This is an optimization exercise on Yosys and OpenROAD, whose aim is small area, a short achievable clock period and few clock cycles per item, not a production implementation.

==> flow/design.v <==
module ntc_temp (
    input  wire        clk,
    input  wire        rst,
    input  wire        start,
    input  wire [15:0] vref,
    input  wire [15:0] vntc,
    input  wire [31:0] toff,
    output wire        ready,
    output wire        done,
    output reg         err,
    output reg  [31:0] result
);
    localparam [2:0] S_IDLE = 3'd0, S_NORM = 3'd1, S_LN = 3'd2, S_DIV = 3'd3, S_FIN = 3'd4, S_DONE = 3'd5;
    localparam [36:0] K1M  = 37'd45713176761;    
    localparam [36:0] LN2  = 37'd2977044472;     
    localparam [36:0] NLN2 = ~LN2 + 37'd1;       
    localparam [37:0] NC273 = ~38'd17901158 + 38'd1;   
    reg  [2:0]  state;
    reg  [4:0]  k;
    reg  [37:0] g;         
    reg  [15:0] t;
    reg  [36:0] acc;       
    reg  [13:0] q;         
    wire [29:0] qq = {t, q};
    wire is_idle = (state == S_IDLE);
    wire is_norm = (state == S_NORM);
    wire is_ln   = (state == S_LN);
    wire is_div  = (state == S_DIV);
    wire is_fin  = (state == S_FIN);
    wire is_done = (state == S_DONE);
    assign ready = is_idle | is_done;
    assign done  = is_done;
    wire a_zero = (g[32:17] == 16'd0);
    wire b_zero = (t == 16'd0);
    wire a_n    = g[32];
    wire b_n    = t[15];
    wire init   = is_norm & a_n & b_n;
    wire a_ge_b = (g[32:17] >= t);
    function [36:0] lnc;
        input [4:0] kk;
        begin
            case (kk)
                5'd0:  lnc = 37'd2977044472;
                5'd1:  lnc = 37'd1741459379;
                5'd2:  lnc = 37'd958394255;
                5'd3:  lnc = 37'd505874286;
                5'd4:  lnc = 37'd260380768;
                5'd5:  lnc = 37'd132163268;
                5'd6:  lnc = 37'd66589974;
                5'd7:  lnc = 37'd33424039;
                5'd8:  lnc = 37'd16744533;
                5'd9:  lnc = 37'd8380427;
                5'd10: lnc = 37'd4192257;
                5'd11: lnc = 37'd2096640;
                5'd12: lnc = 37'd1048448;
                5'd13: lnc = 37'd524256;
                5'd14: lnc = 37'd262136;
                5'd15: lnc = 37'd131070;
                default: lnc = 37'd1 << (6'd32 - {1'b0, kk});
            endcase
        end
    endfunction
    reg [4:0] kstop;
    always @(*) begin
        casez (acc[36:29])
            8'b1???????: kstop = 5'd16;
            8'b011?????: kstop = 5'd17;
            8'b010?????: kstop = 5'd18;
            8'b0011????: kstop = 5'd19;
            8'b0010????: kstop = 5'd20;
            8'b00011???: kstop = 5'd21;
            8'b00010???: kstop = 5'd22;
            8'b000011??: kstop = 5'd23;
            8'b000010??: kstop = 5'd24;
            8'b0000011?: kstop = 5'd25;
            8'b0000010?: kstop = 5'd27;
            8'b00000011: kstop = 5'd28;
            8'b00000010: kstop = 5'd29;
            default:     kstop = 5'd30;
        endcase
    end
    wire last = is_ln & (k >= kstop);
    reg [37:0] rem0;
    reg [6:0]  mark;
    always @(*) begin
        if      (acc >= 37'd56908316672) begin rem0 = 38'd113413980160; mark = 7'b1000000; end
        else if (acc >= 37'd28454158336) begin rem0 = 38'd56706990080;  mark = 7'b0100000; end
        else if (acc >= 37'd14227079168) begin rem0 = 38'd28353495040;  mark = 7'b0010000; end
        else if (acc >= 37'd7113539584)  begin rem0 = 38'd14176747520;  mark = 7'b0001000; end
        else if (acc >= 37'd3556769792)  begin rem0 = 38'd7088373760;   mark = 7'b0000100; end
        else if (acc >= 37'd1778384896)  begin rem0 = 38'd3544186880;   mark = 7'b0000010; end
        else                             begin rem0 = 38'd1772093440;   mark = 7'b0000001; end
    end
    wire [37:0] shl = g >> k[3:0];
    wire [37:0] cen = 38'd1 << (5'd31 - k);
    wire        sel_sh = (is_ln | is_norm) & ~k[4];
    wire [37:0] x2_fix = ({38{is_div}} & ~cen) | ({38{is_fin}} & {8'd0, qq});
    wire [37:0] x2  = ({38{sel_sh}} & shl) | x2_fix;
    wire [37:0] m_fix = ({38{is_div}} & {1'b0, acc}) | ({38{is_fin}} & {6'd0, result}) |
                        ({38{is_ln}} & {4'd0, t, 18'd0});
    wire [37:0] m_set = a_ge_b ? {4'd0, t, 18'd0} : {5'd0, t, 17'd0};
    wire [37:0] m   = m_fix | ({38{is_norm}} & m_set);
    wire [37:0] mn  = ~m;
    wire [37:0] sv  = g ^ x2 ^ mn;
    wire [37:0] cv  = (g & x2) | (g & mn) | (x2 & mn);
    wire [37:0] s   = sv + {cv[36:0], is_div} + 38'd1;
    wire        take = ~s[37];
    wire [36:0] acc_add = acc + ((is_norm & ~init) ? (a_n ? LN2 : NLN2) : lnc(k));
    wire        en_t  = (is_ln & ~last) | (is_div & ~qq[29]);
    wire        use_s = init | (take & en_t);
    wire [37:0] g_alt = ready ? {5'd0, vntc, 17'd0} :
                        last ? rem0 :
                        (is_div & qq[29]) ? NC273 :
                        (is_norm & ~init & a_n) ? g : {g[36:0], 1'b0};
    wire        en_d  = (is_norm & ~init & (a_n ^ b_n)) | (init & a_ge_b);
    wire [36:0] acc_alt = ready ? K1M : en_d ? acc_add : acc;
    always @(posedge clk) begin
        if (rst) begin
            state <= S_IDLE;
        end else begin
            case (state)
                S_IDLE, S_DONE: state <= start ? S_NORM : S_IDLE;
                S_FIN: state <= S_DONE;
                S_NORM: begin
                    if (a_zero | b_zero) begin
                        err   <= 1'b1;
                        state <= S_DONE;
                    end else if (init) begin
                        state <= S_LN;
                    end
                end
                S_LN:  if (last) state <= S_DIV;
                S_DIV: if (qq[29]) begin
                    err   <= 1'b0;
                    state <= S_FIN;
                end
                default: state <= S_IDLE;
            endcase
        end
    end
    always @(posedge clk) begin
        g <= use_s ? {s[36:0], 1'b0} : g_alt;
        if (ready)
            t <= vref;
        else if (init)
            t <= g[32:17];
        else if (last)
            t <= 16'd0;
        else if ((is_norm & ~b_n) | is_div)
            t <= {t[14:0], is_div & q[13]};
        acc <= (is_ln & take) ? acc_add : acc_alt;
        if (ready)
            k <= 5'd0;
        else if (init | (is_ln & ~last))
            k <= k + 5'd1;
        if (last)
            q <= {7'd0, mark};
        else
            q <= {q[12:0], take & is_div};
        if (ready)
            result <= toff;
        else if (is_fin)
            result <= s[31:0];
    end
endmodule
Settings: LEC_CHECK=0, CAP_MARGIN=20, CORE_MARGIN=2, CORE_UTILIZATION=40, CTS_BUF_LIST=sky130_fd_sc_hd__clkbuf_8, PLACE_DENSITY=0.6, SETUP_SLACK_MARGIN=5, SLEW_MARGIN=20; clock period 11.0 ns.
standard.sh (not shown) runs the stock make flow with config.mk's settings and CLKGATE_MAP_FILE= SYNTH_SCRIPT=/design/flow/synth_recipe.tcl, a recipe that flattens the netlist after the stock synthesis.
==> flow/flow/run.sh <==
#!/bin/bash
# Own flow: the standard layout (standard.sh) unchanged, except that the
# port buffers that global placement inserts on every input and output are
# the smallest buffer (buf_1) instead of the resizer's default pick.
set -euo pipefail
sed 's|"\${@:-finish}"|"BUFFER_PORTS_ARGS=-buffer_cell sky130_fd_sc_hd__buf_1" "${@:-finish}"|' standard.sh > standard_buf.sh
grep -q "BUFFER_PORTS_ARGS" standard_buf.sh
bash standard_buf.sh finish > flow_make.log 2>&1
Rerun with:
==> flow/run.sh (new file) <==
#!/bin/bash
# synth_recipe.tcl (not shown) runs the flow's synth.tcl, then flattens the netlist and writes it again
# the make line also repeats each setting of config.mk as NAME=value (left out here)
make -C /OpenROAD-flow-scripts/flow DESIGN_CONFIG=/design/flow/config.mk WORK_HOME=/design/flow/orfs CLKGATE_MAP_FILE= SYNTH_SCRIPT=/design/flow/synth_recipe.tcl finish
removed: flow/flow/run.sh
removed: flow/standard.sh
Fmax goes up by about 4%.
Area after synthesis is unchanged.
Cell area goes up by 1.7%.
Wire length came out higher by about 0.33%.
Register-to-register slack gains 0.24 ns.
Worst hold slack hardly moves.
Non-clock buffer count goes down by 9.
Clock-buffer cell count stays the same.
Function was not checked in any run of this note: the RTL went through the layout flow alone.

---

Setup of run 1:
ntc_temp, a different RTL version from the one above (not shown whole).
For scale: ~150 flip-flops, about 0.015 mm^2 of cells after synthesis.
clock: 11.0 ns
lec_check: 0
cap_margin: 20
core_margin: 2
core_utilization: 50
place_density: 0.8
setup_slack_margin: 5
slew_margin: 20
==> flow/flow/run.sh <==
#!/bin/bash
# Own flow: the standard layout (standard.sh) unchanged, except that the
# port buffers that global placement inserts on every input and output are
# the smallest buffer (buf_1) instead of the resizer's default pick.
set -euo pipefail
sed 's|"\${@:-finish}"|"BUFFER_PORTS_ARGS=-buffer_cell sky130_fd_sc_hd__buf_1" "${@:-finish}"|' standard.sh > standard_buf.sh
grep -q "BUFFER_PORTS_ARGS" standard_buf.sh
bash standard_buf.sh finish > flow_make.log 2>&1
The final layout from run 1, which completed every stage, passed the timing, DRC and antenna checks at the end of the flow.
Modified inputs, run 2 compared to run 1
Settings: changing CORE_UTILIZATION from 50 to 40; changing PLACE_DENSITY from 0.8 to 0.6.
==> flow/run.sh (new file) <==
#!/bin/bash
# synth_recipe.tcl (not shown) runs the flow's synth.tcl, then flattens the netlist and writes it again
# the make line also repeats each setting of config.mk as NAME=value (left out here)
make -C /OpenROAD-flow-scripts/flow DESIGN_CONFIG=/design/flow/config.mk WORK_HOME=/design/flow/orfs CLKGATE_MAP_FILE= SYNTH_SCRIPT=/design/flow/synth_recipe.tcl finish
removed: flow/flow/run.sh
removed: flow/standard.sh
==> comparison <==
Wire length of the first global-routing pass (higher): run 2. Side by side, final critical path time including I/O delays and setup turned out lower in run 2 than in run 1. Number of iterations in the first detailed-routing pass: run 2 vs run 1 up 2. Diff run 1 and run 2: final cell count lower in run 1. Run 2 finished every stage and its layout cleared the timing, DRC and antenna checks. On fmax, run 2 does better than run 1.
#### Input delta (run 3 over run 2)
Settings: PLACE_DENSITY changed from 0.6 to 0.8; CORE_UTILIZATION changed from 40 to 50.
--- outcome ---
Run 3: full flow OK, the timing, DRC and antenna checks passed
Initial antenna violation count, run 2 and run 3: smaller value in run 3
Side by side, least setup slack across all paths after layout turned out lower in run 3 than in run 2.
On run 3: data arrival time at the worst-slack endpoint is 50 ps higher than what run 2 gave.
Compared to run 2, the router laid down less metal wire for run 3.
Looking only at cell count, and setting everything else aside, the lower value of run 2 and run 3 goes to run 3.
Against run 2, floorplan row count in run 3 fell by more than 10%.
Looking at setup slack after placement across both flows, run 3 is the weaker of the two, with run 2 ahead.
Summary of run 3 over run 2: non-clock buffer total of the final layout shrank by 5, worst hold slack grew by 28 ps.
No run of this note included a check of the RTL's function; only the layout flow was run.

## separate check: timing with driven ports
The results above use ideal ports. As a check the final layouts listed here were re-extracted and re-timed, cells and wires unchanged. Step 1 assumes that a clkbuf_16 drives the clock port and a buf_2 every other input. Step 2 adds t to the input delays and takes it off the output delays; t is the mean of the earliest and latest rising clock arrival at the registers after step 1. Input paths then give back, and output paths get back, about the clock's delay inside the block. Slacks: ideal / step 1 / step 2; pairs: ideal / step 1.
run	t (ns)	slack for setup (ns)	pins driven straight from the clock port
the first run of note 1	0.574	4.867 / 4.867 / 4.867	1
the second run of note 1	0.591	5.108 / 5.108 / 5.108	1
run 1	0.504	4.798 / 4.798 / 4.798	1
run 2	0.524	4.987 / 4.987 / 4.987	1
run 3	0.506	4.885 / 4.885 / 4.885	1
After both steps setup and hold are still met in every run listed.
